Background: an optimization exercise with open tools, aiming at small area. Do not read the settings as production practice. RTL that was checked went through simulation tests only; none was proved equivalent to the original. Only the layout flow was run in run 6; the RTL was not checked for function there. Power figures rest on the tool's default switching activity, not on a simulated workload.

## flow/config.mk

```make
export PLATFORM = sky130hd
export DESIGN_NAME = raiden_core
export DESIGN_NICKNAME = raiden_core
export VERILOG_FILES = /design/flow/design.v
export SDC_FILE = /design/flow/constraint.sdc
export NUM_CORES = 4
export LEC_CHECK = 0
export CAP_MARGIN = 20
export CORE_MARGIN = 2
export CORE_UTILIZATION = 40
export SLEW_MARGIN = 20
```

## flow/constraint.sdc

```tcl
create_clock -name core_clock -period 10.0 [get_ports {clk}]
set_input_delay 2.0000 -clock core_clock [delete_from_list [all_inputs] [get_ports {clk}]]
set_output_delay 2.0000 -clock core_clock [all_outputs]
set_load 0.01 [all_outputs]
```

## flow/design.v

```verilog
module raiden_core (
    input  wire        clk,
    input  wire        rst,
    input  wire        req_valid,
    input  wire        req_we,
    input  wire [7:0]  req_addr,
    input  wire [31:0] req_wdata,
    output wire        rsp_valid,
    output wire [31:0] rsp_rdata,
    output wire        rsp_err,
    input  wire [7:0]  trig_in,
    input  wire        uart_rx,
    output wire        out_o,
    output wire        out_oe,
    output wire        outn_o,
    output wire        outn_oe,
    output wire        armed_o,
    output wire        fired_o,
    output wire [15:0] pull_o
);
    localparam [2:0] PG_STOPPED = 3'd0;
    localparam [2:0] PG_WAIT    = 3'd1;
    localparam [2:0] PG_PAUSE   = 3'd2;
    localparam [2:0] PG_HIGH    = 3'd3;
    localparam [2:0] PG_LOW     = 3'd4;
    localparam [2:0] D_OFF  = 3'd0;    
    localparam [2:0] D_IDLE = 3'd1;    
    localparam [2:0] D_W2   = 3'd2;    
    localparam [2:0] D_Q    = 3'd3;    
    localparam [2:0] D_DATA = 3'd4;    
    reg [31:0] cfg_pause, cfg_width, cfg_gap, cfg_count, cfg_div;
    reg [1:0]  cfg_kind;
    reg [7:0]  cfg_pin;
    reg        cfg_edge;
    reg [7:0]  cfg_byte;
    reg        cfg_out_en, cfg_inv_en;
    reg        armed, fired, rel;
    reg [2:0]  pg_st;
    reg [31:0] pg_cnt, pg_reps, pg_w, pg_g, pg_p;
    reg [2:0]  det_st;
    reg [5:0]  dk;
    reg        match;
    reg [1:0]  resident;
    reg [7:0]  lat_byte;           
    reg [31:0] lat_div;
    reg [31:0] gcount;
    reg [3:0]  aux;
    reg [2:0]  result;
    reg        rq_valid, rq_err;
    reg [3:0]  rq_sel;
    wire [2:0] lat_pin  = lat_byte[2:0];
    wire       lat_edge = lat_byte[3];
    wire       gpio_hit = trig_in[lat_pin] ^ lat_edge;    
    wire       bit_ok   = (uart_rx == lat_byte[dk[5:3]]);
    wire cnt_hi0  = (pg_cnt[31:1] == 31'd0);
    wire p0       = (pg_p == 32'd0);
    wire cnt1     = cnt_hi0 &  pg_cnt[0];    
    wire tick     = cnt1;
    wire reps_hi0 = (pg_reps[31:1] == 31'd0);
    wire reps0    = reps_hi0 & ~pg_reps[0];
    wire reps1    = reps_hi0 &  pg_reps[0];
    wire [31:0] dec_in = cnt1 ? pg_reps : pg_cnt;
    wire [31:0] dec    = dec_in ^ ~dec_nz;
    wire [31:0] dec_nz;    
    wire [31:0] inc_c;     
    assign dec_nz[0] = 1'b0;
    assign inc_c[0]  = 1'b1;
    genvar ci;
    generate
        for (ci = 1; ci < 32; ci = ci + 1) begin : g_chain
            assign dec_nz[ci] = dec_nz[ci-1] | dec_in[ci-1];
            assign inc_c[ci]  = inc_c[ci-1] & gcount[ci-1];
        end
    endgenerate
    wire [31:0] gcount_inc = gcount ^ inc_c;
    wire mapped  = (req_addr[1:0] == 2'b00) && (req_addr <= 8'h30);
    wire ro_reg  = (req_addr == 8'h04) || (req_addr == 8'h24);
    wire do_wr   = req_valid && req_we && mapped && !ro_reg;
    wire wr_cmd  = do_wr && (req_addr == 8'h00);
    wire wd_small = (req_wdata[31:3] == 29'd0);
    wire c_arm   = wr_cmd && wd_small && (req_wdata[2:0] == 3'd1);
    wire c_dis   = wr_cmd && wd_small && (req_wdata[2:0] == 3'd2);
    wire c_exe   = wr_cmd && wd_small && (req_wdata[2:0] == 3'd3);
    wire c_rst   = wr_cmd && wd_small && (req_wdata[2:0] == 3'd4);
    wire c_poll  = wr_cmd && wd_small && (req_wdata[2:0] == 3'd5);
    wire c_ill   = wr_cmd && !(wd_small && req_wdata[2:0] != 3'd0 &&
                               req_wdata[2:0] <= 3'd5);
    wire in_wait  = (pg_st == PG_WAIT);
    wire arm_cfg_bad = (cfg_kind == 2'd1) && (cfg_pin[7:3] != 5'd0);
    wire arm_ok   = c_arm && !armed && !arm_cfg_bad;
    wire exe_ok   = c_exe && armed;
    wire poll_ok  = c_poll && armed && !(in_wait && !rel);
    wire disarm   = exe_ok || poll_ok || ((c_dis || c_rst) && armed);
    wire do_start = in_wait && (rel || exe_ok);
    wire cfg_rst  = rst || c_rst;
    reg        fire;
    reg [2:0]  n_det_st;
    reg [5:0]  n_dk;
    reg        n_match;
    reg [2:0]  n_pg_st;
    reg [31:0] n_pg_cnt, n_pg_reps, n_pg_w, n_pg_g;
    reg        n_rel;
    reg [2:0]  n_result;
    always @* begin
        fire     = 1'b0;
        n_det_st = det_st;
        n_dk     = dk;
        n_match  = match;
        if (det_st != D_OFF) begin
            if (resident[0]) begin
                case (det_st)
                    D_IDLE: if (!gpio_hit) n_det_st = D_W2;
                    D_W2:   if (gpio_hit) begin n_det_st = D_Q; n_dk = 6'd0; end
                    D_Q:
                        if (gpio_hit) begin
                            if (dk[1:0] == 2'd2) begin
                                fire     = 1'b1;
                                n_det_st = D_OFF;
                            end else begin
                                n_dk = dk + 6'd1;
                            end
                        end else begin
                            n_det_st = D_W2;
                        end
                    default: ;
                endcase
            end else if (tick) begin
                case (det_st)
                    D_IDLE: if (uart_rx) n_det_st = D_W2;
                    D_W2:   if (!uart_rx) begin n_det_st = D_Q; n_dk = 6'd0; end
                    D_Q:
                        if (dk[1:0] == 2'd3) begin
                            if (!uart_rx) begin
                                n_det_st = D_DATA;
                                n_dk     = 6'd0;
                                n_match  = 1'b1;
                            end else begin
                                n_det_st = D_W2;
                            end
                        end else begin
                            n_dk = dk + 6'd1;
                        end
                    D_DATA: begin
                        n_dk = dk + 6'd1;
                        if (dk[2:0] == 3'd7) begin
                            n_match = match & bit_ok;
                            if (dk[5:3] == 3'd7) begin
                                if (match & bit_ok) begin
                                    fire     = 1'b1;
                                    n_det_st = D_OFF;
                                end else begin
                                    n_det_st = D_IDLE;
                                end
                            end
                        end
                    end
                    default: ;
                endcase
            end
        end
        n_pg_st   = pg_st;
        n_pg_cnt  = pg_cnt;
        n_pg_reps = pg_reps;
        n_pg_w    = pg_w;
        n_pg_g    = pg_g;
        if (do_start) begin
            if (!p0)         n_pg_st = PG_PAUSE;
            else if (!reps0) n_pg_st = PG_HIGH;
            else             n_pg_st = PG_STOPPED;
        end else if (cnt1) begin
            case (pg_st)
                PG_PAUSE: n_pg_st = reps0 ? PG_STOPPED : PG_HIGH;
                PG_HIGH:  n_pg_st = PG_LOW;
                PG_LOW:   n_pg_st = reps1 ? PG_STOPPED : PG_HIGH;
                default: ;
            endcase
        end
        if (do_start)
            n_pg_cnt = p0 ? pg_w : pg_p;
        else if (cnt1)
            n_pg_cnt = in_wait ? lat_div : ((pg_st == PG_HIGH) ? pg_g : pg_w);
        else
            n_pg_cnt = dec;
        if (pg_st == PG_LOW && cnt1)
            n_pg_reps = dec;
        n_rel = (rel & ~in_wait) | fire;
        if (arm_ok) begin
            n_det_st  = (cfg_kind != 2'd0) ? D_IDLE : D_OFF;
            n_pg_st   = PG_WAIT;
            n_pg_cnt  = 32'd1;
            n_pg_reps = cfg_count;
            n_pg_w    = (cfg_width[31:2] == 30'd0) ? 32'd4 : cfg_width;
            n_pg_g    = (cfg_gap[31:2]   == 30'd0) ? 32'd4 : cfg_gap;
            n_rel     = 1'b0;
        end
        if (disarm) begin
            n_det_st = D_OFF;
            if (n_pg_st == PG_WAIT)
                n_pg_st = PG_STOPPED;
            n_rel = 1'b0;
        end
        n_result = result;
        if (c_arm)
            n_result = armed ? 3'd1 : (arm_cfg_bad ? 3'd3 : 3'd0);
        else if (c_exe)
            n_result = armed ? 3'd0 : 3'd1;
        else if (c_ill)
            n_result = 3'd4;
        else if (c_dis || c_rst || c_poll)
            n_result = 3'd0;
    end
    wire [7:0]  a        = req_addr;
    wire        we_pause = do_wr && (a == 8'h08);
    wire        we_width = do_wr && (a == 8'h0C);
    wire        we_gap   = do_wr && (a == 8'h10);
    wire        we_count = do_wr && (a == 8'h14);
    wire        we_kind  = do_wr && (a == 8'h18) && (req_wdata[1:0] != 2'd3);
    wire        we_pin   = do_wr && (a == 8'h1C);
    wire        we_byte  = do_wr && (a == 8'h20);
    wire        we_aux   = do_wr && (a == 8'h28);
    wire        we_outc  = do_wr && (a == 8'h2C);
    wire        we_div   = do_wr && (a == 8'h30) && (req_wdata != 32'd0);
    wire        gc_inc   = exe_ok || poll_ok;
    wire [31:0] rmask    = {32{cfg_rst}};
    wire [31:0] wd_rst0  = req_wdata & ~rmask;
    wire [31:0] wd_100   = (req_wdata & ~(rmask & ~32'd100)) | (rmask & 32'd100);
    wire [31:0] wd_1     = (req_wdata & ~(rmask & ~32'd1))   | (rmask & 32'd1);
    wire [31:0] wd_16    = (req_wdata & ~(rmask & ~32'd16))  | (rmask & 32'd16);
    wire [8:0]  wd_pin   = req_wdata[8:0] | {1'b0, rmask[7:0]};
    wire [8:0]  wd_pin_r = {wd_rst0[8], wd_pin[7:0]};
    wire [1:0]  wd_outc  = {wd_rst0[1], req_wdata[0] | cfg_rst};
    always @(posedge clk) begin
        if (we_pause || cfg_rst) cfg_pause <= wd_rst0;
        if (we_width || cfg_rst) cfg_width <= wd_100;
        if (we_gap   || cfg_rst) cfg_gap   <= wd_100;
        if (we_count || cfg_rst) cfg_count <= wd_1;
        if (we_div   || cfg_rst) cfg_div   <= wd_16;
        if (we_kind  || cfg_rst) cfg_kind  <= wd_rst0[1:0];
        if (we_pin   || cfg_rst) {cfg_edge, cfg_pin} <= wd_pin_r;
        if (we_byte  || cfg_rst) cfg_byte  <= wd_rst0[7:0];
        if (we_aux   || cfg_rst) aux       <= wd_rst0[3:0];
        if (we_outc  || cfg_rst) {cfg_inv_en, cfg_out_en} <= wd_outc;
        if (gc_inc   || cfg_rst) gcount    <= gcount_inc & ~rmask;
    end
    always @(posedge clk) begin
        if (rst) begin
            armed    <= 1'b0;
            fired    <= 1'b0;
            rel      <= 1'b0;
            pg_st    <= PG_STOPPED;
            det_st   <= D_OFF;
            resident <= 2'd0;
            result   <= 3'd0;
            rq_valid <= 1'b0;
            rq_err   <= 1'b0;
            rq_sel   <= 4'd0;
        end else begin
            if (arm_ok)
                armed <= 1'b1;
            else if (disarm)
                armed <= 1'b0;
            if (arm_ok || c_rst)
                fired <= 1'b0;
            else if (fire || exe_ok)
                fired <= 1'b1;
            rel    <= n_rel;
            pg_st  <= n_pg_st;
            det_st <= n_det_st;
            if (arm_ok)
                resident <= cfg_kind;
            result   <= n_result;
            rq_valid <= req_valid;
            rq_err   <= req_valid && (!mapped || (req_we && ro_reg));
            rq_sel   <= (req_valid && !req_we && mapped) ? req_addr[5:2] : 4'd0;
        end
    end
    always @(posedge clk) begin
        pg_cnt  <= n_pg_cnt;
        pg_reps <= n_pg_reps;
        pg_w    <= n_pg_w;
        pg_g    <= n_pg_g;
        dk      <= n_dk;
        match   <= n_match;
        if (arm_ok)
            pg_p <= cfg_pause;
        if (arm_ok) begin
            lat_byte <= (cfg_kind == 2'd1) ? {4'd0, cfg_edge, cfg_pin[2:0]} : cfg_byte;
            lat_div  <= cfg_div;
        end
    end
    reg [31:0] rd_val;
    always @* begin
        case (rq_sel)
            4'd1:  rd_val = {18'd0, resident, 1'b0, in_wait, 4'b0000,
                             fired, armed, 1'b0, result};
            4'd2:  rd_val = cfg_pause;
            4'd3:  rd_val = cfg_width;
            4'd4:  rd_val = cfg_gap;
            4'd5:  rd_val = cfg_count;
            4'd6:  rd_val = {30'd0, cfg_kind};
            4'd7:  rd_val = {23'd0, cfg_edge, cfg_pin};
            4'd8:  rd_val = {24'd0, cfg_byte};
            4'd9:  rd_val = gcount;
            4'd10: rd_val = {27'd0, armed, aux};
            4'd11: rd_val = {30'd0, cfg_inv_en, cfg_out_en};
            4'd12: rd_val = cfg_div;
            default: rd_val = 32'd0;
        endcase
    end
    assign rsp_valid = rq_valid;
    assign rsp_err   = rq_err;
    assign rsp_rdata = rd_val;
    wire active = (pg_st == PG_HIGH);
    assign out_oe  = cfg_out_en;
    assign out_o   = cfg_out_en & active;
    assign outn_oe = cfg_inv_en;
    assign outn_o  = cfg_inv_en & ~active;
    assign armed_o = armed;
    assign fired_o = fired;
    genvar p;
    generate
        for (p = 0; p < 8; p = p + 1) begin : g_pull
            wire sel = (resident == 2'd1) && (lat_pin == p);
            assign pull_o[2*p]   = sel & ~lat_edge;
            assign pull_o[2*p+1] = sel &  lat_edge;
        end
    endgenerate
endmodule
```

## flow/flow/run.sh

```bash
#!/bin/bash
# Standard layout with three changes: ABC maps the logic with an
# area-oriented script (flow/area.abc, via flow/synth.tcl which wraps the standard flow's
# own synthesis script); port buffers use the smallest buffer cell; the clock
# tree is built from clkbuf_4 with no dummy loads.
set -euo pipefail
export MY_ABC_SCRIPT="$PWD/flow/area.abc"
export FLOW_SYNTH_TCL="$PWD/synth_recipe.tcl"
bash standard.sh SYNTH_SCRIPT="$PWD/flow/synth.tcl" \
  BUFFER_PORTS_ARGS="-buffer_cell sky130_fd_sc_hd__buf_1" \
  CTS_ARGS="-sink_clustering_enable -repair_clock_nets -dont_use_dummy_load -buf_list sky130_fd_sc_hd__clkbuf_4 -sink_clustering_size 8 -sink_clustering_max_diameter 60" \
  finish > flow_standard.log 2>&1
```

## flow/flow/area.abc

```
&get -n
&st
&dc2
&dch -f
&nf -R 1000
&st
&dc2
&dch -f
&nf -R 1000
&put
topo
dnsize -c
```

## flow/flow/synth.tcl

```tcl
# The standard synthesis script (synth_recipe.tcl), with the ABC logic
# mapping run from flow/area.abc (an area-oriented script) instead of
# ORFS's speed script. Flip-flop mapping, flattening and naming are unchanged.
proc abc {args} {
  set i [lsearch -exact $args -script]
  if {$i >= 0} {
    lset args [expr {$i + 1}] $::env(MY_ABC_SCRIPT)
  }
  yosys abc {*}$args
}
source $::env(FLOW_SYNTH_TCL)
```

## flow/standard.sh

```bash
#!/bin/bash
# synth_recipe.tcl (not shown) runs the flow's synth.tcl, then flattens the netlist and writes it again
# the make line also repeats each setting of config.mk as NAME=value (left out here)
make -C /OpenROAD-flow-scripts/flow DESIGN_CONFIG=/design/flow/config.mk WORK_HOME=/design/flow/orfs CLKGATE_MAP_FILE= SYNTH_SCRIPT=/design/flow/synth_recipe.tcl "${@:-finish}"
```

==> run notes, run 1 <==
Root Driver: clkbuf_4
gr ovfl total: 0
wire per inst: 24.3 µm
CTS tree: built
dominant cell type by area after synthesis: edfxtp_1
TritonCTS Buffers: 61
warnings from Yosys: 1
Final WS setup: 1.45 ns
ANT nets after route: 0
setup_tns: 0 ns
post-synth top area share: 0.625
max-cap viol count: 0
Worst setup EP type: register
maximum clock path buffer count: 3
clock sink count: 444
synthesis-stage register bit count: 444
RSZ-0062 raised after global routing: no
Die X: 221 µm
Die ar.: 0.0489 mm²
CTS clock-pin slew for the worst setup and hold paths: 0.10 ns
Lkg Pwr: 6.95 nW
Via density: 5.99
Synth area leaders: edfxtp_1 62%, dfxtp_1 5.5%, ha_1 4.2%, a21oi_1 3.6%, a222oi_1 3.4%
critical path required time: 10.66 ns
die height: 221 µm
minimum clock period: 8.55 ns
hold buffers post-CTS: 0
largest net degree at the start of global routing: 106
CP most frequent cell: ha_1
Synth async-reset ratio: 0
outcome: finished clean
GRT Total Usage: 0.217
DR pass1 iterations: 8
Final #Nets: 1,720
I/O Buffers: 108
initial antenna violation count: 2
PD cells: 150 mW/mm²
Worst Setup Path Type: reg -> reg
placed cell count: 2,148
Final period util: 0.855
Max VDD drop: 0.0673 mV
synthesis-to-finish area growth: 9.55%
gp weighted congestion: 0.867
Max Freq: 117 MHz
Critical Path AT: 9.21 ns
# resized after CTS: 0
Least-Margin Pin Slew: 0.972 ns
startpoint types: register
Post-Syn Instances: 1,460
Starting Density: 0.405
pre-CTS WS: 1.57 ns
final slew viol count: 0
First DRT Iteration DRCs: 1,657
EDFF count, synth: 392
Netlist cell types: 50
syn avg cell area: 12.9 µm²
post-layout util: 0.443
I/O pins: 109
Post-CTS Setup Inserts: 0
Vias: 13,200
Top FF cell, synth: edfxtp_1
worst-path maximum fanout: 51
Final setup viols: 0
vias in the first global route: 13,100
hold crit path type: reg -> reg
Synth Cell Area: 0.0188 mm²
Non-Filler Instances: 2,210
global-route wire length before repair: 81,600 µm
Clock Latency Late Sink: 0.77 ns
Detailed Route WL: 53,700 µm
worst path bufs/invs: 1
syn nets: 1,576
final hold viol count: 0
layout cells sized above 1: 0.0705
Worst path max stage delay: 0.60 ns
Crit path max-delay family: adder cells
H-tree levels: 2
Core ar.: 0.0466 mm²
slowest CP cell: nor4_1
Relative slew margins: 0.349
sequential fraction of the synthesis area: 0.680
Clock Skew: 0.0446 ns
detailed placement HPWL: 36,100 µm
Post-route DRC: 0
Std-Cell Rows: 79
## cells in the mapped netlist, types with 2 or more instances
cell type,n
a22oi_1,6
nor3b_1,4
and2_0,73
o21bai_1,3
nand2b_1,10
o22ai_1,29
nand4_1,15
a21oi_1,136
mux2i_1,2
or2_0,4
a222oi_1,64
or4_1,3
clkinv_1,9
and3_1,10
nor3_1,23
mux2_1,4
xor2_1,3
nor4_1,43
a21boi_0,3
or3_1,13
edfxtp_1,392
ha_1,63
o211ai_1,4
a31oi_1,8
dfxtp_1,52
xnor2_1,3
nand2_1,167
o31ai_1,3
a22o_1,4
nor2_1,65
a211oi_1,4
a32o_1,2
a221oi_1,5
nand3_1,28
o21ai_0,119
buf_1,58
mux4_2,2
nor2b_1,12
## through the flow
| step | area [µm²] | total power, W | hold slack [ns] |
|---|---|---|---|
| final | 20600 | 0.00310 | 0.450 |
| after CTS | 20600 | 0.00312 | 0.448 |
| after global routing | 20600 | 0.00320 | 0.456 |
| after detailed placement | 20200 | 0.00229 | 0.434 |
| after global placement | 20200 | 0.00228 | 0.433 |
| after floorplan | 18800 | 0.00222 | 0.425 |
## final timing paths
check	start	endpoint	slack (ns)	cells after the start
setup / recovery	pg_cnt[16]	pg_cnt[31]	1.45	40
hold / removal	cfg_pause[0]	pg_p[0]	0.45	0
setup reg to reg	pg_cnt[16]	pg_cnt[31]	1.45	40
hold reg to reg	cfg_pause[0]	pg_p[0]	0.45	0
## layout make-up
class	count	area [µm²]
repair buffers	139	663
clock buffers	61	458
well taps	607	759
flip-flops and latches	444	12800
inverters	9	38.8
diodes	1	2.50
fillers	4247	25900
multi-input cells	949	5910
## cells by family after synthesis
family | synth area share
adders and majority gates | 0.0418
AOI/OAI and AO/OA | 0.132
DFF | 0.680
xor gates and xnor gates | 0.00279
buffers and inverters | 0.0133
and+or+nand+nor | 0.125
muxes | 0.00584
## cells in the final DEF, fill, tap and decap left out, types with 5 or more instances in the layout
cell	Yosys	layout
a21oi_1	136	136
a221oi_1	5	5
a222oi_1	64	64
a22oi_1	6	6
a31oi_1	8	8
and2_0	73	72
and3_1	10	10
buf_1	58	108
buf_4	0	29
clkbuf_4	0	61
clkinv_1	9	8
dfxtp_1	52	52
edfxtp_1	392	392
ha_1	63	63
nand2_1	167	166
nand2b_1	10	10
nand3_1	28	28
nand4_1	15	15
nor2_1	65	60
nor2b_1	12	12
nor3_1	23	17
nor3_2	0	5
nor4_1	43	43
o21ai_0	119	116
o22ai_1	29	29
or3_1	13	13
## layer usage
metal  share of wire  track usage  vias to the layer above  routed length (µm)
met5               0            0                        -                   0
met3           0.074       0.0275                       80                3970
met2            0.48        0.361                      607               25900
met1            0.42        0.298                     6552               22500
met4           0.026       0.0684                        0                1380
li1                -            -                     5998                   -
## where the power goes
part           switching, W  internal, W
logic             0.0000687    0.0000261
registers         0.0000533      0.00210
clock network      0.000574     0.000278
total              0.000696      0.00240
## state kept, by name, indices dropped and copies added (netlist names), 8 cells and up
register and cells:
cfg_byte 8, cfg_count 32, cfg_div 32, cfg_gap 32
cfg_pause 32, cfg_pin 8, cfg_width 32, gcount 32
lat_byte 8, lat_div 32, pg_cnt 32, pg_g 32
pg_p 32, pg_reps 32, pg_w 32
==> run 2: changes to the inputs <==
--- a/flow/flow/run.sh
+++ b/flow/flow/run.sh
@@ -4,3 +4,3 @@
 # own synthesis script); port buffers use the smallest buffer cell; the clock
-# tree is built from clkbuf_4 with no dummy loads.
+# tree is built from clkbuf_4 (sink clusters of up to 8) with no dummy loads.
 set -euo pipefail
--- a/flow/config.mk
+++ b/flow/config.mk
@@ -9,3 +9,3 @@
 export CORE_MARGIN = 2
-export CORE_UTILIZATION = 40
+export CORE_UTILIZATION = 65
 export SLEW_MARGIN = 20
==> run notes, run 2 <==
# resized after CTS: 0 (unchanged)
Worst path max stage delay: 0.49 ns (-0.11 ns)
Final #Nets: 1,720 (unchanged)
gp weighted congestion: 0.918 (+5.8%)
dominant cell type by area after synthesis: edfxtp_1
synthesis-to-finish area growth: 7.98%
RSZ-0062 raised after global routing: no
wire length on met3: 5810 µm (+46%)
die height: 174 µm (-21%)
outcome: finished clean
Top FF cell, synth: edfxtp_1
syn nets: 1,576 (unchanged)
Synth Cell Area: 0.0188 mm² (unchanged)
net switching power: 0.000678 W (-2.6%)
hold buffers post-CTS: 0 (unchanged)
synthesis-stage register bit count: 444 (unchanged)
critical path required time: 10.62 ns (-0.04 ns)
Post-route DRC: 0 (unchanged)
syn avg cell area: 12.9 µm² (unchanged)
Critical Path AT: 9.06 ns (-0.15 ns)
worst-path maximum fanout: 50 (-2.0%)
First DRT Iteration DRCs: 2,175 (+31%)
Max Freq: 119 MHz (+1.4%)
PD cells: 151 mW/mm² (+0.85%)
Core ar.: 0.0286 mm² (-39%)
vias in the first global route: 13,200 (+0.67%)
wire per inst: 26.0 µm (+7.1%)
Pint: 0.00240 W (about the same)
Final WS setup: 1.56 ns (+0.114 ns)
register share of total power: 0.697 (+0.003)
initial antenna violation count: 1 (-1)
largest net degree at the start of global routing: 141 (+33%)
Std-Cell Rows: 62 (-22%)
DR pass1 iterations: 9 (+1)
Relative slew margins: 0.204 (-0.144)
final hold viol count: 0 (unchanged)
clock sink count: 444 (unchanged)
post-synth top area share: 0.625 (unchanged)
EDFF count, synth: 392 (unchanged)
hold crit path type: reg -> reg
startpoint types: register
pre-CTS WS: 1.63 ns (+0.0570 ns)
Post-DP Area: 0.0199 mm² (-1.4%)
most common cell after layout, fill and taps aside: edfxtp_1
warnings from Yosys: 1 (unchanged)
Max VDD drop: 0.128 mV (+90%)
I/O Buffers: 108 (unchanged)
Least-Margin Pin Slew: 1.19 ns (+0.220 ns)
# fillers: 2,042 (-52%)
gr ovfl total: 0 (unchanged)
CTS tree: built
Netlist cell types: 50 (unchanged)
GRT Total Usage: 0.343 (+0.125)
final slew viol count: 0 (unchanged)
Die ar.: 0.0304 mm² (-38%)
final instance area: 0.0203 mm² (-1.4%)
Worst setup EP type: register
ANT nets after route: 0 (unchanged)
I/O pins: 109 (unchanged)
commonest cells after routing, fill and taps aside: 392 x edfxtp_1, 166 x nand2_1, 136 x a21oi_1, 116 x o21ai_0, 108 x buf_1
global-route wire length before repair: 78,200 µm (-4.2%)
Synth area leaders: edfxtp_1 62%, dfxtp_1 5.5%, ha_1 4.2%, a21oi_1 3.6%, a222oi_1 3.4%
maximum clock path buffer count: 3 (unchanged)
Detailed Route WL: 51,700 µm (-3.7%)
detailed placement HPWL: 33,700 µm (-6.6%)
Starting Density: 0.658 (+0.254)
highest layer used for signal routing: met4
Clock Power Share: 0.272 (-0.003)
slowest CP cell: nor4_1
Clock Skew: 0.0517 ns (+0.00717 ns)
top cells by count, synth: 392 x edfxtp_1, 167 x nand2_1, 136 x a21oi_1, 119 x o21ai_0, 73 x and2_0
Final setup viols: 0 (unchanged)
Clock Latency Late Sink: 0.74 ns (-0.03 ns)
Via density: 6.84 (+14%)
CTS clock-pin slew for the worst setup and hold paths: 0.09 ns (about the same)
FF+latch area: 0.0128 mm² (unchanged)
WL met1: 19,700 µm (-12%)
Root Driver: clkbuf_4
Met2 Routed Length: 24,700 µm (-4.6%)
minimum clock period: 8.44 ns (-0.114 ns)
switch share: 0.220 (-0.00459)
Synth async-reset ratio: 0 (unchanged)
Post-Syn Instances: 1,460 (unchanged)
setup_tns: 0 ns (unchanged)
max-cap viol count: 0 (unchanged)
Die X: 174 µm (-21%)
most common cell in the netlist: edfxtp_1
layout cells sized above 1: 0.0699 (-0.000624)
Worst Setup Path Type: reg -> reg
sequential fraction of the synthesis area: 0.680 (unchanged)
CP most frequent cell: ha_1
Comb power frac: 0.031 (about the same)
post-layout util: 0.711 (+0.267)
TritonCTS Buffers: 61 (unchanged)
Vias: 13,600 (+2.7%)
Multi-input gate area: 0.00590 mm² (-0.13%)
Post-CTS Setup Inserts: 0 (unchanged)
Final period util: 0.844 (-0.0114)
Lkg Pwr: 6.94 nW (-0.11%)
H-tree levels: 2 (unchanged)
run 2: cell counts after synthesis:
No cell type changed its count.
run 2: cell type report:
cell class	instances	area share
timing repair buffer	139	0.0322
inverter	9	0.00191
antenna	1	0.000123
clock buffer	61	0.0225
tap	384	0.0236
multi-input combinational	949	0.290
sequential	444	0.630
run 2: worst max-delay path: cells and delay by family, from the launching register on:
kind,cells,cell delay (ns)
fa+ha+maj,30,5.60
simple gates,5,1.31
buf+inv,1,0.46
compound gates,3,0.46
flops,1,0.33
xor+xnor,1,0.17
run 2: kinds of logic (layout without fill, tap and decap cells):
kind of cell	after synthesis	in the layout	synth area share
simple gates	475	475	0.125
fa+ha+maj	63	63	0.0418
flops	444	444	0.680
mux	8	8	0.00584
other cells	0	1	0
buf+inv	67	209	0.0133
xor+xnor	6	6	0.00279
compound gates	397	397	0.132
run 2: final timing paths:
kind,depth (start not counted),slack [ns],to,start
setup reg to reg,40,1.56,pg_cnt[31],pg_cnt[16]
setup / recovery,40,1.56,pg_cnt[31],pg_cnt[16]
hold / removal,0,0.45,pg_p[17],cfg_pause[17]
hold reg to reg,0,0.45,pg_p[17],cfg_pause[17]
run 2: stage by stage:
stage	total power [W]	hold WS (ns)	cells
CTS	0.00308	0.449	1986
floorplan	0.00222	0.425	1460
global route	0.00317	0.455	1987
detailed placement	0.00228	0.432	1925
finish	0.00308	0.448	1987
global placement	0.00227	0.428	1924
run 2: routing by layer:
metal / vias to the layer above / GRT usage
li1: 6007 / -
met1: 6604 / 0.477
met2: 861 / 0.552
met3: 129 / 0.0709
met4: 0 / 0.104
met5: - / 0
run 2: power groups by stage:
stage	combinational, W	sequential [W]	clock (W)
final	0.0000955	0.00215	0.000837
after global routing	0.000103	0.00215	0.000915
after CTS	0.0000945	0.00214	0.000839
after detailed placement	0.0000941	0.00219	0
after global placement	0.0000906	0.00218	0
after floorplan	0.0000537	0.00217	0
==> run 3: changes to the inputs <==
--- a/flow/config.mk
+++ b/flow/config.mk
@@ -9,3 +9,3 @@
 export CORE_MARGIN = 2
-export CORE_UTILIZATION = 65
+export CORE_UTILIZATION = 40
 export SLEW_MARGIN = 20
==> run notes, run 3 <==
ANT nets after route: 0 (unchanged)
top cells by count, synth: 392 x edfxtp_1, 167 x nand2_1, 136 x a21oi_1, 119 x o21ai_0, 73 x and2_0
warnings from Yosys: 1 (unchanged)
Pint: 0.00240 W (about the same)
gp weighted congestion: 0.867 (-5.5%)
Post-route DRC: 0 (unchanged)
Synth Cell Area: 0.0188 mm² (unchanged)
critical path required time: 10.66 ns (+0.04 ns)
net switching power: 0.000696 W (+2.7%)
Top FF cell, synth: edfxtp_1
vias in the first global route: 13,100 (-0.67%)
layout cells sized above 1: 0.0705 (+0.000624)
hold crit path type: reg -> reg
Relative slew margins: 0.349 (+0.144)
Comb power frac: 0.031 (about the same)
register share of total power: 0.694 (-0.003)
Max VDD drop: 0.0673 mV (-47%)
maximum clock path buffer count: 3 (unchanged)
Final setup viols: 0 (unchanged)
TritonCTS Buffers: 61 (unchanged)
synthesis-stage register bit count: 444 (unchanged)
I/O Buffers: 108 (unchanged)
CTS clock-pin slew for the worst setup and hold paths: 0.10 ns (about the same)
GRT Total Usage: 0.217 (-0.125)
Clock Power Share: 0.275 (+0.003)
FF+latch area: 0.0128 mm² (unchanged)
final hold viol count: 0 (unchanged)
final slew viol count: 0 (unchanged)
largest net degree at the start of global routing: 106 (-25%)
CTS tree: built
clock sink count: 444 (unchanged)
most common cell after layout, fill and taps aside: edfxtp_1
WHS Path Cells: 0 (unchanged)
Max Freq: 117 MHz (-1.3%)
Post-Syn Instances: 1,460 (unchanged)
Detailed Route WL: 53,700 µm (+3.9%)
slowest CP cell: nor4_1
max-cap viol count: 0 (unchanged)
Post-CTS Setup Inserts: 0 (unchanged)
Lkg Pwr: 6.95 nW (+0.11%)
min-delay src: cfg_pause[0]
Via density: 5.99 (-12%)
Vias: 13,200 (-2.7%)
Starting Density: 0.405 (-0.254)
switch share: 0.225 (+0.00459)
initial antenna violation count: 2 (+1)
RSZ-0062 raised after global routing: no
Netlist cell types: 50 (unchanged)
Critical Path AT: 9.21 ns (+0.15 ns)
Worst setup EP type: register
worst-path maximum fanout: 51 (+2.0%)
Worst Setup Path Type: reg -> reg
hold endpoint: pg_p[0]
commonest cells after routing, fill and taps aside: 392 x edfxtp_1, 166 x nand2_1, 136 x a21oi_1, 116 x o21ai_0, 108 x buf_1
R2R depth: 40 (unchanged)
detailed placement HPWL: 36,100 µm (+7.1%)
Worst R2R Setup Slack: 1.45 ns (-0.11 ns)
DR pass1 iterations: 8 (-1)
global-route wire length before repair: 81,600 µm (+4.4%)
Core ar.: 0.0466 mm² (+63%)
Crit Reg-Reg Startpoint: pg_cnt[16]
H-tree levels: 2 (unchanged)
gr ovfl total: 0 (unchanged)
# fillers: 4,247 (+110%)
Synth area leaders: edfxtp_1 62%, dfxtp_1 5.5%, ha_1 4.2%, a21oi_1 3.6%, a222oi_1 3.4%
dominant cell type by area after synthesis: edfxtp_1
Synth async-reset ratio: 0 (unchanged)
final instance area: 0.0206 mm² (+1.5%)
startpoint types: register
First DRT Iteration DRCs: 1,657 (-24%)
PD cells: 150 mW/mm² (-0.84%)
Final period util: 0.855 (+0.0114)
Post-DP Area: 0.0202 mm² (+1.5%)
synthesis-to-finish area growth: 9.55%
outcome: finished clean
setup_tns: 0 ns (unchanged)
syn avg cell area: 12.9 µm² (unchanged)
Die X: 221 µm (+27%)
Clock Skew: 0.0446 ns (-0.00717 ns)
EDFF count, synth: 392 (unchanged)
Critical R2R Capture: pg_cnt[31]
hold buffers post-CTS: 0 (unchanged)
Multi-input gate area: 0.00591 mm² (+0.13%)
sequential fraction of the synthesis area: 0.680 (unchanged)
Least-Margin Pin Slew: 0.972 ns (-0.220 ns)
Root Driver: clkbuf_4
Die ar.: 0.0489 mm² (+61%)
# resized after CTS: 0 (unchanged)
CP most frequent cell: ha_1
wire per inst: 24.3 µm (-6.6%)
I/O pins: 109 (unchanged)
Std-Cell Rows: 79 (+27%)
minimum clock period: 8.55 ns (+0.114 ns)
die height: 221 µm (+27%)
most common cell in the netlist: edfxtp_1
post-synth top area share: 0.625 (unchanged)
Worst path max stage delay: 0.60 ns (+0.11 ns)
syn nets: 1,576 (unchanged)
Final #Nets: 1,720 (unchanged)
Clock Latency Late Sink: 0.77 ns (+0.03 ns)
[run 3: cell counts after synthesis]
Identical to the previous run, type by type.
[run 3: worst max path at each step]
stage,start,to,slack (ns)
3_3_place_gp,pg_cnt[16],pg_cnt[31],1.71
6_report,pg_cnt[16],pg_cnt[31],1.45
4_1_cts,pg_cnt[16],pg_cnt[31],1.49
3_5_place_dp,pg_cnt[16],pg_cnt[31],1.57
5_1_grt,pg_cnt[16],pg_cnt[31],1.10
2_1_floorplan,pg_cnt[28],pg_cnt[31],0.09
[run 3: area by class of cell]
class | count | area share
clock buffer | 61 | 0.0222
antenna | 1 | 0.000121
tap | 607 | 0.0368
multi-input combinational | 949 | 0.286
timing repair buffer | 139 | 0.0321
sequential | 444 | 0.621
inverter | 9 | 0.00188
[run 3: power by group through the flow]
stage | sequential [W] | combinational (W) | clock (W)
after floorplan | 0.00217 | 0.0000537 | 0
after global placement | 0.00219 | 0.0000929 | 0
after detailed placement | 0.00219 | 0.0000947 | 0
after CTS | 0.00215 | 0.0000952 | 0.000876
after global routing | 0.00216 | 0.000104 | 0.000943
final | 0.00215 | 0.0000948 | 0.000852
[run 3: cell families (layout without fill, tap and decap cells)]
family                   after synthesis  after routing  share of synthesized area
flip-flops                           444            444                      0.680
other                                  0              1                          0
adder cells (fa/ha/maj)               63             63                     0.0418
buffers and inverters                 67            209                     0.0133
AO/OA/AOI/OAI                        397            397                      0.132
AND/OR/NAND/NOR                      475            475                      0.125
XOR/XNOR                               6              6                    0.00279
multiplexers                           8              8                    0.00584
[run 3: routing by layer]
metal	share of wire	vias up	global-route usage
met5	0	-	0
met4	0.026	0	0.0684
met3	0.074	80	0.0275
met2	0.48	607	0.361
met1	0.42	6552	0.298
li1	-	5998	-
[run 3: worst max-delay path, delay by kind of cell (launching register included)]
family | cells | cell delay (ns)
buffers and inverters | 1 | 0.46
xor gates and xnor gates | 1 | 0.17
and+or+nand+nor | 5 | 1.50
AOI/OAI and AO/OA | 3 | 0.43
adders and majority gates | 30 | 5.55
DFF | 1 | 0.31
[run 3: stage by stage]
stage | util | hold slack (ns) | total power [W] | setup slack [ns] | instances
final | 0.443 | 0.450 | 0.00310 | 1.45 | 2210
after global routing | 0.443 | 0.456 | 0.00320 | 1.10 | 2210
after CTS | 0.443 | 0.448 | 0.00312 | 1.49 | 2209
after detailed placement | 0.433 | 0.434 | 0.00229 | 1.57 | 2148
after global placement | 0.433 | 0.433 | 0.00228 | 1.71 | 2147
after floorplan | - | 0.425 | 0.00222 | 0.0877 | 1460
==> run 4: changes to the inputs <==
==> flow/flow/run.sh (replaced) <==
#!/bin/bash
# Standard layout with three changes: ABC maps the logic with an
# area-oriented script (flow/area.abc, via flow/synth.tcl which wraps the standard flow's
# own synthesis script); port buffers use the smallest buffer cell; the clock
# tree is built from clkbuf_4 with no dummy loads.
set -euo pipefail
export MY_ABC_SCRIPT="$PWD/flow/area.abc"
export FLOW_SYNTH_TCL="$PWD/synth_recipe.tcl"
bash standard.sh SYNTH_SCRIPT="$PWD/flow/synth.tcl" \
  BUFFER_PORTS_ARGS="-buffer_cell sky130_fd_sc_hd__buf_1" \
  CTS_ARGS="-sink_clustering_enable -repair_clock_nets -dont_use_dummy_load -buf_list sky130_fd_sc_hd__clkbuf_4 -sink_clustering_size 9 -sink_clustering_max_diameter 45" \
  finish > flow_standard.log 2>&1
==> run notes, run 4 <==
outcome: finished clean
Die ar.: 0.0489 mm² (unchanged)
Least-Margin Pin Slew: 0.964 ns (-0.00781 ns)
layout cells sized above 1: 0.0688 (-0.00174)
Worst path max stage delay: 0.58 ns (-0.02 ns)
EDFF count, synth: 392 (unchanged)
pre-CTS WS: 1.57 ns (unchanged)
synthesis-stage register bit count: 444 (unchanged)
CTS tree: built
wire per inst: 24.4 µm (+0.23%)
post-synth top area share: 0.625 (unchanged)
H-tree levels: 2 (unchanged)
Worst setup EP type: register
minimum clock period: 8.54 ns (-0.0124 ns)
fraction of the mapped netlist area in compound gates: 0.132 (unchanged)
warnings from Yosys: 1 (unchanged)
Post-CTS Setup Inserts: 0 (unchanged)
syn avg cell area: 12.9 µm² (unchanged)
Netlist cell types: 50 (unchanged)
Synth async-reset ratio: 0 (unchanged)
# resized after CTS: 0 (unchanged)
DR pass1 iterations: 9 (+1)
Final period util: 0.854 (-0.00124)
detailed placement HPWL: 36,100 µm (unchanged)
vias in the first global route: 13,100 (-0.076%)
I/O pins: 109 (unchanged)
GR Layer Usage met1: 0.296 (-0.00187)
top cells by count, synth: 392 x edfxtp_1, 167 x nand2_1, 136 x a21oi_1, 119 x o21ai_0, 73 x and2_0
largest net degree at the start of global routing: 106 (unchanged)
adder-cell share of the synthesized area: 0.0418 (unchanged)
initial antenna violation count: 3 (+1)
worst-path maximum fanout: 51 (unchanged)
Multi-input gate area: 0.00591 mm² (unchanged)
final hold viol count: 0 (unchanged)
First DRT Iteration DRCs: 1,517 (-8.4%)
Max Freq: 117 MHz (+0.15%)
gp weighted congestion: 0.867 (unchanged)
RSZ-0062 raised after global routing: no
dominant cell type by area after synthesis: edfxtp_1
Top FF cell, synth: edfxtp_1
Max VDD drop: 0.0667 mV (-0.95%)
critical path required time: 10.67 ns (about the same)
WHS Path Cells: 0 (unchanged)
GRT Total Usage: 0.217 (-0.000296)
Post-route DRC: 0 (unchanged)
final slew viol count: 0 (unchanged)
synthesis-to-finish area growth: 9.43%
TritonCTS Buffers: 58 (-4.9%)
XOR/XNOR Fraction of Synth Area: 0.00279 (unchanged)
I/O Buffers: 108 (unchanged)
simple-gate share of the synthesized area: 0.125 (unchanged)
sequential fraction of the synthesis area: 0.680 (unchanged)
PD cells: 149 mW/mm² (-0.53%)
maximum clock path buffer count: 3 (unchanged)
most common cell in the netlist: edfxtp_1
hold buffers post-CTS: 0 (unchanged)
R2R depth: 40 (unchanged)
hold crit path type: reg -> reg
Synth Cell Area: 0.0188 mm² (unchanged)
Clock Skew: 0.0770 ns (+0.0325 ns)
gr ovfl total: 0 (unchanged)
Post-Syn Instances: 1,460 (unchanged)
ANT nets after route: 0 (unchanged)
Detailed Route WL: 53,800 µm (about the same)
Std-Cell Rows: 79 (unchanged)
Starting Density: 0.405 (unchanged)
Final #Nets: 1,717 (-0.17%)
clock sink count: 444 (unchanged)
GR peak layer: met2
main combinational cell family by area after synthesis: compound AO/OA/AOI/OAI gates
most common cell after layout, fill and taps aside: edfxtp_1
Final WS setup: 1.46 ns (+0.0124 ns)
Lkg Pwr: 6.93 nW (-0.20%)
M2 GR Usage: 0.358 (-0.00312)
Vias: 13,200 (-0.17%)
Via density: 5.99 (about the same)
max-cap viol count: 0 (unchanged)
Relative slew margins: 0.354 (+0.00524)
setup_tns: 0 ns (unchanged)
CP most frequent cell: ha_1
syn nets: 1,576 (unchanged)
# fillers: 4,266 (+0.45%)
startpoint types: register
met3 track demand over resource: 0.0301 (+0.00266)
FF+latch area: 0.0128 mm² (unchanged)
slowest CP cell: nor4_1
global-route wire length before repair: 81,500 µm (-0.16%)
Synth area leaders: edfxtp_1 62%, dfxtp_1 5.5%, ha_1 4.2%, a21oi_1 3.6%, a222oi_1 3.4%
commonest cells after routing, fill and taps aside: 392 x edfxtp_1, 166 x nand2_1, 136 x a21oi_1, 116 x o21ai_0, 108 x buf_1
CTS clock-pin slew for the worst setup and hold paths: 0.11 ns (about the same)
Critical Path AT: 9.21 ns (about the same)
die height: 221 µm (unchanged)
Clock Latency Late Sink: 0.78 ns (about the same)
Root Driver: clkbuf_4
mux contribution to synthesized area: 0.00584 (unchanged)
Final setup viols: 0 (unchanged)
Worst Setup Path Type: reg -> reg
Die X: 221 µm (unchanged)
Core ar.: 0.0466 mm² (unchanged)
run 4: cell counts after synthesis:
No cell type changed its count.
run 4: kinds of logic after synthesis:
family	Yosys count
compound gates	397
xor+xnor	6
fa+ha+maj	63
buf+inv	67
flops	444
mux	8
simple gates	475
run 4: report_power, final:
| part | switching (W) | internal, W | total (W) |
|---|---|---|---|
| sequential | 0.0000539 | 0.00210 | 0.00215 |
| clock | 0.000568 | 0.000264 | 0.000832 |
| combinational | 0.0000684 | 0.0000261 | 0.0000946 |
| total | 0.000690 | 0.00239 | 0.00308 |
run 4: area by class of cell:
type,instances,share of cell area
Multi-Input combinational cell,949,0.287
Tap cell,607,0.0368
Inverter,9,0.00188
Clock buffer,58,0.0211
Sequential cell,444,0.621
Timing Repair Buffer,139,0.0322
Antenna cell,1,0.000121
run 4: through the flow:
stage	cells	total power, W	util	area (µm²)	hold WS [ns]
after global placement	2147	0.00228	0.433	20200	0.433
after CTS	2206	0.00309	0.443	20600	0.448
after floorplan	1460	0.00222	-	18800	0.425
after global routing	2207	0.00318	0.443	20600	0.462
after detailed placement	2148	0.00229	0.433	20200	0.434
final	2207	0.00308	0.443	20600	0.445
run 4: worst paths after layout:
| path | startpoint | endpoint | slack, ns |
|---|---|---|---|
| worst max-delay path | pg_cnt[17] | pg_cnt[31] | 1.46 |
| worst min-delay path | cfg_pause[31] | pg_p[31] | 0.44 |
| worst max register to register | pg_cnt[17] | pg_cnt[31] | 1.46 |
| worst min register to register | cfg_pause[31] | pg_p[31] | 0.44 |
run 4: metal layers:
metal	vias to the layer above	share of wire
met5	-	0.00022
met4	2	0.028
met3	91	0.072
met2	577	0.48
met1	6538	0.42
li1	6007	-
run 4: critical path: cells and delay by family, from the launching register on:
| family | cells | cell delay (ns) |
|---|---|---|
| buffers and inverters | 1 | 0.46 |
| xor gates and xnor gates | 1 | 0.16 |
| DFF | 1 | 0.32 |
| AOI/OAI and AO/OA | 3 | 0.44 |
| and+or+nand+nor | 5 | 1.48 |
| adders and majority gates | 30 | 5.56 |
==> run 5: changes to the inputs <==
==> flow/flow/run.sh (replaced) <==
#!/bin/bash
# Standard layout with three changes: ABC maps the logic with an
# area-oriented script (flow/area.abc, via flow/synth.tcl which wraps the standard flow's
# own synthesis script); port buffers use the smallest buffer cell; the clock
# tree is built from clkbuf_4 (sink clusters of up to 8) with no dummy loads.
set -euo pipefail
export MY_ABC_SCRIPT="$PWD/flow/area.abc"
export FLOW_SYNTH_TCL="$PWD/synth_recipe.tcl"
bash standard.sh SYNTH_SCRIPT="$PWD/flow/synth.tcl" \
  BUFFER_PORTS_ARGS="-buffer_cell sky130_fd_sc_hd__buf_1" \
  CTS_ARGS="-sink_clustering_enable -repair_clock_nets -dont_use_dummy_load -buf_list sky130_fd_sc_hd__clkbuf_4 -sink_clustering_size 10 -sink_clustering_max_diameter 40" \
  finish > flow_standard.log 2>&1
--- a/flow/config.mk
+++ b/flow/config.mk
@@ -9,3 +9,3 @@
 export CORE_MARGIN = 2
-export CORE_UTILIZATION = 40
+export CORE_UTILIZATION = 65
 export SLEW_MARGIN = 20
==> run notes, run 5 <==
Critical R2R Capture: pg_cnt[31]
Starting Density: 0.658 (+0.254)
Worst path max stage delay: 0.48 ns (-0.10 ns)
wire per inst: 26.1 µm (+7.3%)
H-tree levels: 2 (unchanged)
RSZ-0062 raised after global routing: no
Post-route DRC: 0 (unchanged)
R2R depth: 40 (unchanged)
Worst Setup Path Type: reg -> reg
Final #Nets: 1,715 (-0.12%)
vias in the first global route: 13,200 (+0.38%)
critical path required time: 10.63 ns (-0.04 ns)
Critical Path AT: 9.01 ns (-0.20 ns)
Least-Margin Pin Slew: 1.15 ns (+0.191 ns)
hold endpoint: pg_p[4]
most common cell in the netlist: edfxtp_1
global-route wire length before repair: 77,800 µm (-4.5%)
hold crit path type: reg -> reg
Final period util: 0.838 (-0.0161)
Relative slew margins: 0.225 (-0.129)
PD cells: 150 mW/mm² (+0.51%)
Crit Reg-Reg Startpoint: pg_cnt[16]
WHS Path Cells: 0 (unchanged)
Post-CTS Setup Inserts: 0 (unchanged)
TritonCTS Buffers: 56 (-3.4%)
most common cell after layout, fill and taps aside: edfxtp_1
CTS clock-pin slew for the worst setup and hold paths: 0.11 ns (about the same)
DR pass1 iterations: 9 (unchanged)
top cells by count, synth: 392 x edfxtp_1, 167 x nand2_1, 136 x a21oi_1, 119 x o21ai_0, 73 x and2_0
crit path launch: pg_cnt[16]
Root Driver: clkbuf_4
syn nets: 1,576 (unchanged)
ANT nets after route: 0 (unchanged)
sequential fraction of the synthesis area: 0.680 (unchanged)
detailed placement HPWL: 33,700 µm (-6.6%)
Via density: 6.85 (+14%)
largest net degree at the start of global routing: 141 (+33%)
Non-Filler Instances: 1,983 (-10%)
dominant cell type by area after synthesis: edfxtp_1
Max Freq: 119 MHz (+1.9%)
Clock Skew: 0.0755 ns (-0.00157 ns)
max-cap viol count: 0 (unchanged)
maximum clock path buffer count: 3 (unchanged)
warnings from Yosys: 1 (unchanged)
Std-Cell Rows: 62 (-22%)
gr ovfl total: 0 (unchanged)
Post-Syn Instances: 1,460 (unchanged)
Core ar.: 0.0286 mm² (-39%)
First DRT Iteration DRCs: 2,198 (+45%)
placed cell count: 1,925 (-10%)
worst-path maximum fanout: 50 (-2.0%)
startpoint types: register
min-delay src: cfg_pause[4]
CP most frequent cell: ha_1
Die X: 174 µm (-21%)
Vias: 13,600 (+2.8%)
Clock Latency Late Sink: 0.77 ns (about the same)
GRT Total Usage: 0.341 (+0.124)
syn avg cell area: 12.9 µm² (unchanged)
CTS tree: built
post-synth top area share: 0.625 (unchanged)
clock sink count: 444 (unchanged)
Netlist cell types: 50 (unchanged)
layout cells sized above 1: 0.0670 (-0.00179)
minimum clock period: 8.38 ns (-0.161 ns)
Worst setup EP type: register
die height: 174 µm (-21%)
# resized after CTS: 0 (unchanged)
Synth area leaders: edfxtp_1 62%, dfxtp_1 5.5%, ha_1 4.2%, a21oi_1 3.6%, a222oi_1 3.4%
Lkg Pwr: 6.92 nW (-0.24%)
Top FF cell, synth: edfxtp_1
hold buffers post-CTS: 0 (unchanged)
EDFF count, synth: 392 (unchanged)
commonest cells after routing, fill and taps aside: 392 x edfxtp_1, 166 x nand2_1, 136 x a21oi_1, 116 x o21ai_0, 108 x buf_1
I/O Buffers: 108 (unchanged)
final slew viol count: 0 (unchanged)
synthesis-to-finish area growth: 7.80%
Synth Cell Area: 0.0188 mm² (unchanged)
setup_tns: 0 ns (unchanged)
Worst R2R Setup Slack: 1.62 ns (+0.16 ns)
initial antenna violation count: 1 (-2)
slowest CP cell: nor4_1
Synth async-reset ratio: 0 (unchanged)
Max VDD drop: 0.101 mV (+51%)
Die ar.: 0.0304 mm² (-38%)
synthesis-stage register bit count: 444 (unchanged)
I/O pins: 109 (unchanged)
final hold viol count: 0 (unchanged)
Detailed Route WL: 51,800 µm (-3.6%)
outcome: finished clean
gp weighted congestion: 0.918 (+5.8%)
Final setup viols: 0 (unchanged)
run 5: changes by cell type in the layout (fill, tap and decap cells not counted), sizes merged:
cell	before	now
diode	1	2
clkbuf	58	56
run 5: worst max path at each step:
stage,depth (start not counted),end
after floorplan,39,pg_cnt[31]
after global placement,40,pg_cnt[31]
after detailed placement,40,pg_cnt[31]
after CTS,40,pg_cnt[31]
after global routing,40,pg_cnt[31]
final,40,pg_cnt[31]
run 5: cells by family (layout without fill, tap and decap cells):
logic type	after synthesis	after routing	synth area share
AND/OR/NAND/NOR	475	475	0.125
flip-flops	444	444	0.680
AO/OA/AOI/OAI	397	397	0.132
buffers and inverters	67	204	0.0133
adder cells (fa/ha/maj)	63	63	0.0418
multiplexers	8	8	0.00584
XOR/XNOR	6	6	0.00279
other	0	2	0
run 5: layer usage:
layer	part of all wire	track usage	routed length [µm]	up-vias
met5	0	0	0	-
met4	0.026	0.101	1370	0
met1	0.39	0.473	20000	6612
met3	0.11	0.0709	5700	102
met2	0.48	0.553	24800	871
li1	-	-	-	5997
run 5: where the power goes:
part / leakage, nW / internal (W) / total (W) / switching (W)
clock: 0.258 / 0.000256 / 0.000804 / 0.000548
combinational: 2.63 / 0.0000260 / 0.0000959 / 0.0000699
sequential: 4.03 / 0.00210 / 0.00215 / 0.0000499
run 5: final cells by class:
class	count	area, µm²
flip-flops and latches	444	12800
multi-input cells	949	5900
clock buffers	56	420
inverters	9	38.8
well taps	384	480
repair buffers	139	654
fillers	2048	8310
diodes	2	5.00
run 5: stage by stage:
stage	area, µm²	hold slack (ns)	util	total power [W]	setup slack [ns]
3_3_place_gp	19900	0.428	0.694	0.00227	1.87
4_1_cts	20300	0.427	0.709	0.00305	1.60
6_report	20300	0.399	0.710	0.00305	1.62
5_1_grt	20300	0.428	0.710	0.00314	1.21
3_5_place_dp	19900	0.432	0.695	0.00228	1.63
2_1_floorplan	18800	0.425	-	0.00222	0.0877
run 5: worst max-delay path: cells and delay by family (launching register included):
family / cells / cell delay (ns)
AOI/OAI and AO/OA: 3 / 0.46
xor gates and xnor gates: 1 / 0.17
and+or+nand+nor: 5 / 1.30
adders and majority gates: 30 / 5.58
DFF: 1 / 0.33
buffers and inverters: 1 / 0.46
==> run 6: changes to the inputs <==
--- a/flow/design.v
+++ b/flow/design.v
@@ -47,3 +47,3 @@
     reg [3:0]  aux;
-    reg [2:0]  result;
+    reg [1:0]  result;
     reg        rq_valid, rq_err;
@@ -61,8 +61,9 @@
     wire reps1    = reps_hi0 &  pg_reps[0];
-    wire [31:0] dec_in = cnt1 ? pg_reps : pg_cnt;
-    wire [31:0] dec    = dec_in ^ ~dec_nz;
+    wire        rep_dec = (pg_st == PG_LOW) && cnt1;    
     wire [31:0] dec_nz;    
-    wire [31:0] inc_c;     
+    wire [31:0] rb;        
+    wire [31:0] inc_p;     
     assign dec_nz[0] = 1'b0;
-    assign inc_c[0]  = 1'b1;
+    assign rb[0]     = rep_dec;
+    assign inc_p[0]  = 1'b1;
     genvar ci;
@@ -70,7 +71,9 @@
         for (ci = 1; ci < 32; ci = ci + 1) begin : g_chain
-            assign dec_nz[ci] = dec_nz[ci-1] | dec_in[ci-1];
-            assign inc_c[ci]  = inc_c[ci-1] & gcount[ci-1];
+            assign dec_nz[ci] = dec_nz[ci-1] | pg_cnt[ci-1];
+            assign rb[ci]     = rb[ci-1] & ~pg_reps[ci-1];
+            assign inc_p[ci]  = inc_p[ci-1] & gcount[ci-1];
         end
     endgenerate
-    wire [31:0] gcount_inc = gcount ^ inc_c;
+    wire [31:0] dec      = pg_cnt ^ ~dec_nz;    
+    wire [31:0] reps_dec = pg_reps ^ rb;        
     wire mapped  = (req_addr[1:0] == 2'b00) && (req_addr <= 8'h30);
@@ -102,3 +105,3 @@
     reg        n_rel;
-    reg [2:0]  n_result;
+    reg [1:0]  n_result;
     always @* begin
@@ -183,4 +186,3 @@
             n_pg_cnt = dec;
-        if (pg_st == PG_LOW && cnt1)
-            n_pg_reps = dec;
+        n_pg_reps = reps_dec;
         n_rel = (rel & ~in_wait) | fire;
@@ -203,9 +205,9 @@
         if (c_arm)
-            n_result = armed ? 3'd1 : (arm_cfg_bad ? 3'd3 : 3'd0);
+            n_result = armed ? 2'b01 : (arm_cfg_bad ? 2'b11 : 2'b00);
         else if (c_exe)
-            n_result = armed ? 3'd0 : 3'd1;
+            n_result = armed ? 2'b00 : 2'b01;
         else if (c_ill)
-            n_result = 3'd4;
+            n_result = 2'b10;
         else if (c_dis || c_rst || c_poll)
-            n_result = 3'd0;
+            n_result = 2'b00;
     end
@@ -223,2 +225,3 @@
     wire        gc_inc   = exe_ok || poll_ok;
+    wire [31:0] gcount_inc = gcount ^ (inc_p & {32{gc_inc}});    
     wire [31:0] rmask    = {32{cfg_rst}};
@@ -242,3 +245,3 @@
         if (we_outc  || cfg_rst) {cfg_inv_en, cfg_out_en} <= wd_outc;
-        if (gc_inc   || cfg_rst) gcount    <= gcount_inc & ~rmask;
+        gcount <= gcount_inc & ~rmask;
     end
@@ -252,3 +255,3 @@
             resident <= 2'd0;
-            result   <= 3'd0;
+            result   <= 2'b00;
             rq_valid <= 1'b0;
@@ -294,3 +297,3 @@
             4'd1:  rd_val = {18'd0, resident, 1'b0, in_wait, 4'b0000,
-                             fired, armed, 1'b0, result};
+                             fired, armed, 1'b0, result[1] & ~result[0], result[1] & result[0], result[0]};
             4'd2:  rd_val = cfg_pause;
--- a/flow/flow/run.sh
+++ b/flow/flow/run.sh
@@ -10,3 +10,3 @@
   BUFFER_PORTS_ARGS="-buffer_cell sky130_fd_sc_hd__buf_1" \
-  CTS_ARGS="-sink_clustering_enable -repair_clock_nets -dont_use_dummy_load -buf_list sky130_fd_sc_hd__clkbuf_4 -sink_clustering_size 10 -sink_clustering_max_diameter 40" \
+  CTS_ARGS="-sink_clustering_enable -repair_clock_nets -dont_use_dummy_load -buf_list sky130_fd_sc_hd__clkbuf_4 -sink_clustering_size 8 -sink_clustering_max_diameter 60" \
   finish > flow_standard.log 2>&1
--- a/flow/config.mk
+++ b/flow/config.mk
@@ -9,3 +9,3 @@
 export CORE_MARGIN = 2
-export CORE_UTILIZATION = 65
+export CORE_UTILIZATION = 40
 export SLEW_MARGIN = 20
==> run notes, run 6 <==
Worst R2R Setup Slack: 3.15 ns (+1.53 ns)
TritonCTS Buffers: 61 (+8.9%)
outcome: finished clean
Starting Density: 0.402 (-0.256)
dominant cell type by area after synthesis: edfxtp_1
Std-Cell Rows: 79 (+27%)
Root Driver: clkbuf_4
Max Freq: 146 MHz (+22%)
minimum clock period: 6.85 ns (-1.53 ns)
wire per inst: 24.3 µm (-7.2%)
First DRT Iteration DRCs: 1,696 (-23%)
# resized after CTS: 0 (unchanged)
Final setup viols: 0 (unchanged)
Final period util: 0.685 (-0.153)
Netlist cell types: 47 (-6.0%)
Post-CTS Setup Inserts: 0 (unchanged)
synthesis-stage register bit count: 443 (-0.23%)
layout cells sized above 1: 0.0667 (-0.000253)
most common cell in the netlist: edfxtp_1
synthesis-to-finish area growth: 9.26%
Post-Syn Instances: 1,511 (+3.5%)
slowest CP cell: dfxtp_1
DR pass1 iterations: 7 (-2)
global-route wire length before repair: 80,600 µm (+3.5%)
CTS clock-pin slew for the worst setup and hold paths: 0.09 ns (-0.02 ns)
Relative slew margins: 0.216 (-0.00886)
Critical Path AT: 7.47 ns (-1.54 ns)
I/O pins: 109 (unchanged)
Post-DP Area: 0.0199 mm² (about the same)
Synth area leaders: edfxtp_1 53%, dfxtp_1 12%, ha_1 4.4%, a222oi_1 3.4%, nor3_1 2.7%
final hold viol count: 0 (unchanged)
Final WS setup: 3.15 ns (+1.53 ns)
CTS tree: built
Top FF cell, synth: edfxtp_1
Core ar.: 0.0463 mm² (+62%)
Synth Cell Area: 0.0186 mm² (-1.2%)
PD cells: 152 mW/mm² (+1.6%)
Die X: 220 µm (+26%)
GRT Total Usage: 0.225 (-0.116)
Worst path max stage delay: 0.35 ns (-0.13 ns)
final instance area: 0.0203 mm² (about the same)
syn nets: 1,629 (+3.4%)
Clock Latency Late Sink: 0.76 ns (about the same)
EDFF count, synth: 328 (-16%)
Hold WS: 0.445 ns (+0.0454 ns)
Max VDD drop: 0.0649 mV (-35%)
Synth async-reset ratio: 0 (unchanged)
ANT nets after route: 0 (unchanged)
largest net degree at the start of global routing: 113 (-20%)
total power: 0.00310 W (+1.7%)
initial antenna violation count: 2 (+1)
syn avg cell area: 12.3 µm² (-4.6%)
post-synth top area share: 0.529 (-0.0954)
Worst Setup Path Type: reg -> reg
CP most frequent cell: ha_1
vias in the first global route: 13,100 (-0.55%)
gp weighted congestion: 0.863 (-6.0%)
Lkg Pwr: 6.92 nW (about the same)
Final #Nets: 1,768 (+3.1%)
RSZ-0062 raised after global routing: no
Clock Skew: 0.0613 ns (-0.0142 ns)
commonest cells after routing, fill and taps aside: 328 x edfxtp_1, 130 x nor2_1, 115 x dfxtp_1, 108 x buf_1, 99 x a21oi_1
Least-Margin Pin Slew: 1.17 ns (+0.0147 ns)
worst-path maximum fanout: 2 (-96%)
startpoint types: register
setup_tns: 0 ns (unchanged)
Via density: 5.90 (-14%)
Die ar.: 0.0483 mm² (+59%)
warnings from Yosys: 1 (unchanged)
final slew viol count: 0 (unchanged)
critical path required time: 10.62 ns (about the same)
Post-route DRC: 0 (unchanged)
pre-CTS WS: 3.17 ns (+1.55 ns)
I/O Buffers: 108 (unchanged)
clock sink count: 443 (-0.23%)
top cells by count, synth: 328 x edfxtp_1, 133 x nor2_1, 115 x dfxtp_1, 100 x nor3_1, 99 x a21oi_1
most common cell after layout, fill and taps aside: edfxtp_1
detailed placement HPWL: 36,400 µm (+7.9%)
max-cap viol count: 0 (unchanged)
Vias: 13,300 (-2.1%)
gr ovfl total: 0 (unchanged)
Worst setup EP type: register
die height: 220 µm (+26%)
hold crit path type: reg -> reg
hold buffers post-CTS: 0 (unchanged)
Detailed Route WL: 54,700 µm (+5.6%)
sequential fraction of the synthesis area: 0.653 (-0.0269)
H-tree levels: 2 (unchanged)
maximum clock path buffer count: 3 (unchanged)
## run 6: cell types whose count changed in the layout (fill, tap and decap cells not counted), moves of 60 or more
cell,change
nand2_1,-99
dfxtp_1,+63
clkinv_1,+60
nor2_1,+70
nor3_1,+76
edfxtp_1,-64
## run 6: logic make-up (layout without fill, tap and decap cells)
group,Yosys count,count (layout),synth area share
compound gates,313,313,0.112
xor+xnor,5,5,0.00235
fa+ha+maj,65,65,0.0437
buf+inv,127,264,0.0256
flops,443,443,0.653
mux,41,41,0.0237
other cells,0,1,0
simple gates,517,517,0.139
## run 6: cell type report
type,instances,area [µm²]
Multi-Input combinational cell,941,6090
Antenna cell,1,2.50
Inverter,69,264
Fill cell,4342,25900
Tap cell,607,759
Clock buffer,61,458
Sequential cell,443,12200
Timing Repair Buffer,134,601
## run 6: report_power, final
group | switching, W | internal [W] | total (W) | leakage, nW
clock network | 0.000571 | 0.000278 | 0.000849 | 0.281
logic | 0.0000911 | 0.0000410 | 0.000132 | 2.63
registers | 0.0000557 | 0.00206 | 0.00212 | 4.01
## run 6: worst paths after layout
path,startpoint,to,cells after the start
min reg2reg,cfg_pause[25],pg_p[25],0
min,cfg_pause[25],pg_p[25],0
max,pg_cnt[18],pg_reps[31],38
max reg2reg,pg_cnt[18],pg_reps[31],38
## run 6: stage by stage
stage | util | instances
2_1_floorplan | - | 1511
3_3_place_gp | 0.430 | 2194
3_5_place_dp | 0.430 | 2194
4_1_cts | 0.439 | 2255
5_1_grt | 0.439 | 2256
6_report | 0.439 | 2256
## run 6: worst max-delay path, delay by kind of cell, from the launching register on
kind                       cells  cell delay (ns)
adders and majority gates     31             5.64
xor gates and xnor gates       1             0.13
and+or+nand+nor                4             0.47
DFF                            1             0.35
AOI/OAI and AO/OA              1             0.08
buffers and inverters          1             0.07
## run 6: metal layers
layer | up-vias | track usage | part of all wire
met5 | - | 0 | 0.00022
met4 | 2 | 0.0752 | 0.028
met3 | 100 | 0.0420 | 0.091
met2 | 657 | 0.365 | 0.47
met1 | 6472 | 0.306 | 0.41
li1 | 6072 | - | -

==> afterwards: timing with drivers on the ports <==
No port has a modelled driver above. Below, the same layouts with a new extraction and two added sets of constraints.
Step 1 assumes that a clkbuf_16 drives the clock port and a buf_2 every other input.
Step 2 moves the port delays by t, midway between the first and last clock arrival at a register: inputs arrive t later, outputs are due t later. That takes back most of the time a late clock gives input paths.
a / b / c = ideal ports / drivers / drivers and shift; a / b = the first two.
| run | t (ns) | setup WS [ns] | worst data-port slew with drivers (ns) | pins driven straight from the clock port |
|---|---|---|---|---|
| run 1 | 0.797 | 1.450 / 1.450 / 1.450 | 0.06 | 1 |
| run 2 | 0.762 | 1.564 / 1.564 / 1.564 | 0.06 | 1 |
| run 3 | 0.797 | 1.450 / 1.450 / 1.450 | 0.06 | 1 |
| run 4 | 0.796 | 1.462 / 1.462 / 1.462 | 0.06 | 1 |
| run 5 | 0.764 | 1.624 / 1.624 / 1.624 | 0.06 | 1 |
| run 6 | 0.786 | 3.152 / 3.152 / 3.152 | 0.04 | 1 |
After both steps setup and hold are still met in every run listed.
